Background: an optimization exercise with open tools, aiming at small area, a short achievable clock period and few clock cycles. Do not read the settings as production practice.
RTL that was checked went through simulation tests only; none was proved equivalent to the original.
Power is estimated from default activity; no workload was simulated.

==> trial 49 <==
// ipc_core
module ipc_core #(
    parameter LEFT_TH              = 2,
    parameter RIGHT_TH             = 1,
    parameter HAZARD_TH            = 1,
    parameter CNT_W                = 16,
    parameter BCNT_W               = 8,
    parameter DIR_W                = 8,
    parameter PERSIST_VERSION      = 16'h0001,
    parameter ADDR_W               = 16,
    parameter STORE_OFFSET         = 0,
    parameter MIN_SAVE_INTERVAL_MS = 32'd10000
) (
    input  wire          clk,
    input  wire          rst,
    input  wire          cmd_valid,
    output wire          cmd_ready,
    input  wire [15:0]   cmd,
    output wire          rsp_valid,
    output wire [3:0]    rsp_status,
    input  wire          flag_1,
    input  wire          flag_2,
    input  wire          flag_buz,
    input  wire [31:0]   now_ms,
    input  wire [31:0]   wall_s,
    output reg  [1:0]    owner,
    output reg           left_led,
    output reg           right_led,
    output reg           buz_out,
    output wire [15:0]   buz_duty,
    output wire [7:0]    pat_byte,
    output reg           pat_valid,
    output reg           nv_req,
    output reg           nv_we,
    output wire [ADDR_W-1:0] nv_addr,
    output wire [7:0]    nv_len,
    output wire [159:0]  nv_wdata,
    input  wire          nv_done,
    input  wire          nv_ok,
    input  wire [159:0]  nv_rdata,
    output wire [15:0]   rec_version,
    output reg  [15:0]   rec_crc,
    output reg  [31:0]   power_on_count,
    output reg  [31:0]   runtime_minutes,
    output reg  [31:0]   service_count,
    output reg  [31:0]   last_service_ts
);
    localparam BPC   = 2;                
    localparam NSTEP = 16 / BPC;
    localparam IW    = 3;                
    localparam [1:0] IDLE = 2'd0, LEFT = 2'd1, RIGHT = 2'd2, HAZARD = 2'd3;
    localparam [3:0] ST_OK = 4'h0, ST_CORRUPT = 4'h1, ST_IO_ERROR = 4'h2,
                     ST_NOT_DUE = 4'h3, ST_ILLEGAL = 4'hF;
    localparam [3:0] OP_ARB_TICK = 4'h1, OP_BUZ_DIR = 4'h2, OP_PAT_DIR = 4'h3,
                     OP_PS_LOAD = 4'h8, OP_PS_SAVE_NOW = 4'h9,
  ...
==> flow/config.mk <==
export PLATFORM = sky130hd
export DESIGN_NAME = ipc_core
export DESIGN_NICKNAME = ipc_core
export VERILOG_FILES = /design/flow/design.v
export SDC_FILE = /design/flow/constraint.sdc
export NUM_CORES = 4
export LEC_CHECK = 0
export CAP_MARGIN = 20
export CORE_MARGIN = 2
export CORE_UTILIZATION = 50
export CTS_BUF_LIST = sky130_fd_sc_hd__clkbuf_4 sky130_fd_sc_hd__clkbuf_8
export PLACE_DENSITY = 0.7
export SETUP_SLACK_MARGIN = 1.0
export SLEW_MARGIN = 20
==> flow/constraint.sdc <==
create_clock -name core_clock -period 5.0 [get_ports {clk}]
set_input_delay 1.0000 -clock core_clock [delete_from_list [all_inputs] [get_ports {clk}]]
set_output_delay 1.0000 -clock core_clock [all_outputs]
set_load 0.01 [all_outputs]
standard.sh (not shown) runs the stock make flow with config.mk's settings and CLKGATE_MAP_FILE= SYNTH_SCRIPT=/design/flow/synth_recipe.tcl, a recipe that flattens the netlist after the stock synthesis.
==> flow/flow/run.sh <==
#!/bin/bash
# The standard layout, with every input and output port buffered by a
# sky130_fd_sc_hd__buf_1 instead of the default port buffer cell.
set -euo pipefail
bash standard.sh BUFFER_PORTS_ARGS="-buffer_cell sky130_fd_sc_hd__buf_1" finish > standard_flow.log 2>&1
==> trial 77: changes against trial 49 <==
--- a/flow/design.v
+++ b/flow/design.v
@@ -118,17 +118,16 @@
             c = c_in ^ {b, 8'h00};
             for (k = 0; k < 8; k = k + 1)
                 c = c[15] ? ({c[14:0], 1'b0} ^ 16'h1021) : {c[14:0], 1'b0};
             crc16_byte = c;
         end
     endfunction
     reg [15:0] crc_next;
     integer j;
-    integer i;
     always @(*) begin
         crc_next = crc_acc;
         for (j = 0; j < BPC; j = j + 1)
             crc_next = crc16_byte(crc_next, crc_word[8*j +: 8]);
     end
     wire crc_last = crc_run && (crc_idx == NSTEP - 1);
     wire       acc     = cmd_valid & cmd_ready;
     wire [3:0] opcode  = cmd[15:12];
@@ -238,20 +237,21 @@
                 a_right_led = ~a_right_led;
             end
             default: begin
                 a_left_led  = ~a_left_led;
                 a_right_led = a_left_led;
             end
         endcase
     end
-    wire [3:0] buz_sel      = {operand == 8'd4, operand == 8'd3,
-                               operand == 8'd2, operand == 8'd1};
-    wire       buz_in_range = |buz_sel;
-    wire [3:0] buz_edge     = {4{flag_buz}} ^ buz_prev;
+    wire       buz_in_range = (operand >= 8'd1) && (operand <= 8'd4);
+    wire [1:0] buz_ci       = operand[1:0] - 2'd1;
+    wire [3:0] buz_sel      = 4'b0001 << buz_ci;
+    wire       buz_step     = (flag_buz != buz_prev[buz_ci]) && buz_started[buz_ci];
+    wire       buz_ph       = buz_phase[buz_ci];
     wire [4:0] inc0 = bcnt0 + 1'b1;
     wire [4:0] inc1 = bcnt1 + 1'b1;
     wire [6:0] inc2 = bcnt2 + 1'b1;
     wire [5:0] inc3 = bcnt3 + 1'b1;
     wire [3:0] buz_end = {buz_phase[3] ? (inc3 == 6'd10) : (inc3 == 6'd40),
                           buz_phase[2] ? 1'b1            : (inc2 == 7'd100),
                           buz_phase[1] ? (inc1 == 5'd2)  : (inc1 == 5'd16),
                           buz_phase[0] ? (inc0 == 5'd2)  : (inc0 == 5'd16)};
@@ -353,41 +353,41 @@
                 right_led <= a_right_led;
                 left_cnt  <= a_left_cnt;
                 prev_l    <= b_l;
                 prev_r    <= b_r;
                 prev_h    <= b_h;
             end
             if (do_buz) begin
                 if (buz_in_range) begin
-                    duty_sel <= buz_sel[3] ? 2'd3 : buz_sel[2] ? 2'd2 : 2'd1;
-                    for (i = 0; i < 4; i = i + 1) begin
-                        if (buz_sel[i]) begin
-                            if (!buz_started[i]) begin
-                                buz_phase[i]   <= 1'b1;
-                                buz_started[i] <= 1'b1;
-                                buz_prev[i]    <= flag_buz;
-                                buz_out        <= 1'b1;
-                            end else if (buz_edge[i]) begin
-                                buz_prev[i] <= flag_buz;
-                                if (buz_end[i]) begin
-                                    buz_phase[i] <= ~buz_phase[i];
-                                    buz_out      <= ~buz_phase[i];
-                                end
-                            end
+                    duty_sel <= (buz_ci == 2'd0) ? 2'd1 : buz_ci;
+                    if (!buz_started[buz_ci]) begin
+                        buz_phase[buz_ci]   <= 1'b1;
+                        buz_started[buz_ci] <= 1'b1;
+                        buz_prev[buz_ci]    <= flag_buz;
+                        buz_out             <= 1'b1;
+                        case (buz_ci)
+                            2'd0: bcnt0 <= 4'd0;
+                            2'd1: bcnt1 <= 4'd0;
+                            2'd2: bcnt2 <= 7'd0;
+                            default: bcnt3 <= 6'd0;
+                        endcase
+                    end else if (buz_step) begin
+                        buz_prev[buz_ci] <= flag_buz;
+                        if (buz_end[buz_ci]) begin
+                            buz_phase[buz_ci] <= ~buz_ph;
+                            buz_out           <= ~buz_ph;
                         end
+                        case (buz_ci)
+                            2'd0: bcnt0 <= buz_end[0] ? 4'd0 : inc0[3:0];
+                            2'd1: bcnt1 <= buz_end[1] ? 4'd0 : inc1[3:0];
+                            2'd2: bcnt2 <= buz_end[2] ? 7'd0 : inc2;
+                            default: bcnt3 <= buz_end[3] ? 6'd0 : inc3;
+                        endcase
                     end
-                    if (buz_sel[0] && (!buz_started[0] || buz_edge[0]))
-                        bcnt0 <= (!buz_started[0] || buz_end[0]) ? 4'd0 : inc0[3:0];
-                    if (buz_sel[1] && (!buz_started[1] || buz_edge[1]))
-                        bcnt1 <= (!buz_started[1] || buz_end[1]) ? 4'd0 : inc1[3:0];
-                    if (buz_sel[2] && (!buz_started[2] || buz_edge[2]))
-                        bcnt2 <= (!buz_started[2] || buz_end[2]) ? 7'd0 : inc2;
-                    if (buz_sel[3] && (!buz_started[3] || buz_edge[3]))
-                        bcnt3 <= (!buz_started[3] || buz_end[3]) ? 6'd0 : inc3;
                 end else begin
                     buz_out     <= 1'b0;
                     buz_started <= 4'b0;
                 end
             end
             if (do_pat) begin
                 if (pat_new) begin
                     pat_step     <= 3'd0;
ABC_CLOCK_PERIOD_IN_PS = 3500   (was unset)
CTS_BUF_LIST = unset   (was sky130_fd_sc_hd__clkbuf_4 sky130_fd_sc_hd__clkbuf_8)
==> notes <==
- Trial 49 completed with no timing, DRC or antenna violations. Trial 77 ran to the end with no violations.
- In area after synthesis, trial 49 and trial 77 hardly differ.
- In trial 49 the count of clock-buffer cells in the layout is higher than in trial 77, by 29.
- Clock power: trial 49 is smaller than trial 77 (about 11%).
- In trial 77 the power is higher than in trial 49, by 6.9%.
- Against trial 49, the synthesized cell count of trial 77 is smaller by about 0.38%.
- Flip-flop and latch count is the same in trial 49 and trial 77.
- Between trial 77 and trial 49, the lower global-route usage is in trial 77 (gap 0.92 points).
- Against trial 77, the critical path depth of trial 49 is higher by 2.
- Setup slack: trial 77 is higher than trial 49 (0.12 ns).
- Between trial 77 and trial 49, the lower sequential share of layout area is in trial 77 (gap 0.21 points).
- Core utilization: trial 77 is higher than trial 49 (0.39 points).
==> figures <==
quantity	trial 77	trial 49
Outcome	complete, no violations	complete, no violations
Number of fill cells	3731	3766
Non-clock buffer count	591	593
Crit path kind	primary input to output pin	primary input to register
Clock share of power	51.7%	49.2%
Power density relative to cell area	255 nW/um^2	240 nW/um^2
Combinational power share	5.4%	5.0%
Global Route met3 Usage	8.53%	7.70%
First-iteration detailed-routing DRC count	2191	2200
Ratio of layout area to synthesized area	1.137x	1.130x
Compound-cell area share of the yosys netlist	15.8%	15.1%
Power dissipated in the clock network	2990 uW	2660 uW
Maximum cell stage delay along the critical path	0.42 ns	0.59 ns
Switching part of the total power	23.4%	24.2%
Clock buffer and inverter area fraction after layout	5.98%	5.48%
Design Power	5780 uW	5400 uW
Final Critical Period	3.72 ns	3.84 ns
Area fraction of the dominant cell type after synthesis	23.5%	23.5%
Average instance area after synthesis	8.37 um^2	8.33 um^2
Terminus of the critical flop-to-flop path	runtime_minutes[31]$_SDFFE_PP0P_	crc_acc[14]$_SDFF_PP1_
Total global routing track utilization	37.2%	38.1%
Setup crit end kind	output pin	register
Proportion of layout cells with a drive suffix above 1	5.06%	7.18%
Testbench counts of trial 77, summed over its fixed seeds: cycles 25,579.
Function not checked in trial 49: the RTL went through the layout flow alone.

afterwards: timing with drivers on the ports:
In the flow no input, the clock included, has a driving cell. The finished layouts below were timed again as built, in two steps. Step 1: set_driving_cell puts a clkbuf_16 on clk and a buf_2 on each other input, an assumption about the parent block. Step 2, shift: input delay + t, output delay - t, t = (earliest + latest rising clock arrival at the registers) / 2. This alone moves slack from input paths to output paths. Slacks: ideal / step 1 / step 2; pairs: ideal / step 1.
run	t, ns	setup slack, ns	latest minus earliest clock arrival (ns)	worst register clock-pin slew, ns
trial 49	0.698	1.163 / 1.195 / 0.498	0.028 / 0.027	0.07 / 0.07
trial 77	0.609	1.281 / 1.234 / 0.851	0.025 / 0.025	0.06 / 0.06
After both steps every run listed still meets setup and hold. The setup slack of trial 49, which loses most, moves by +0.032 ns with the drivers and by -0.665 ns with both steps.
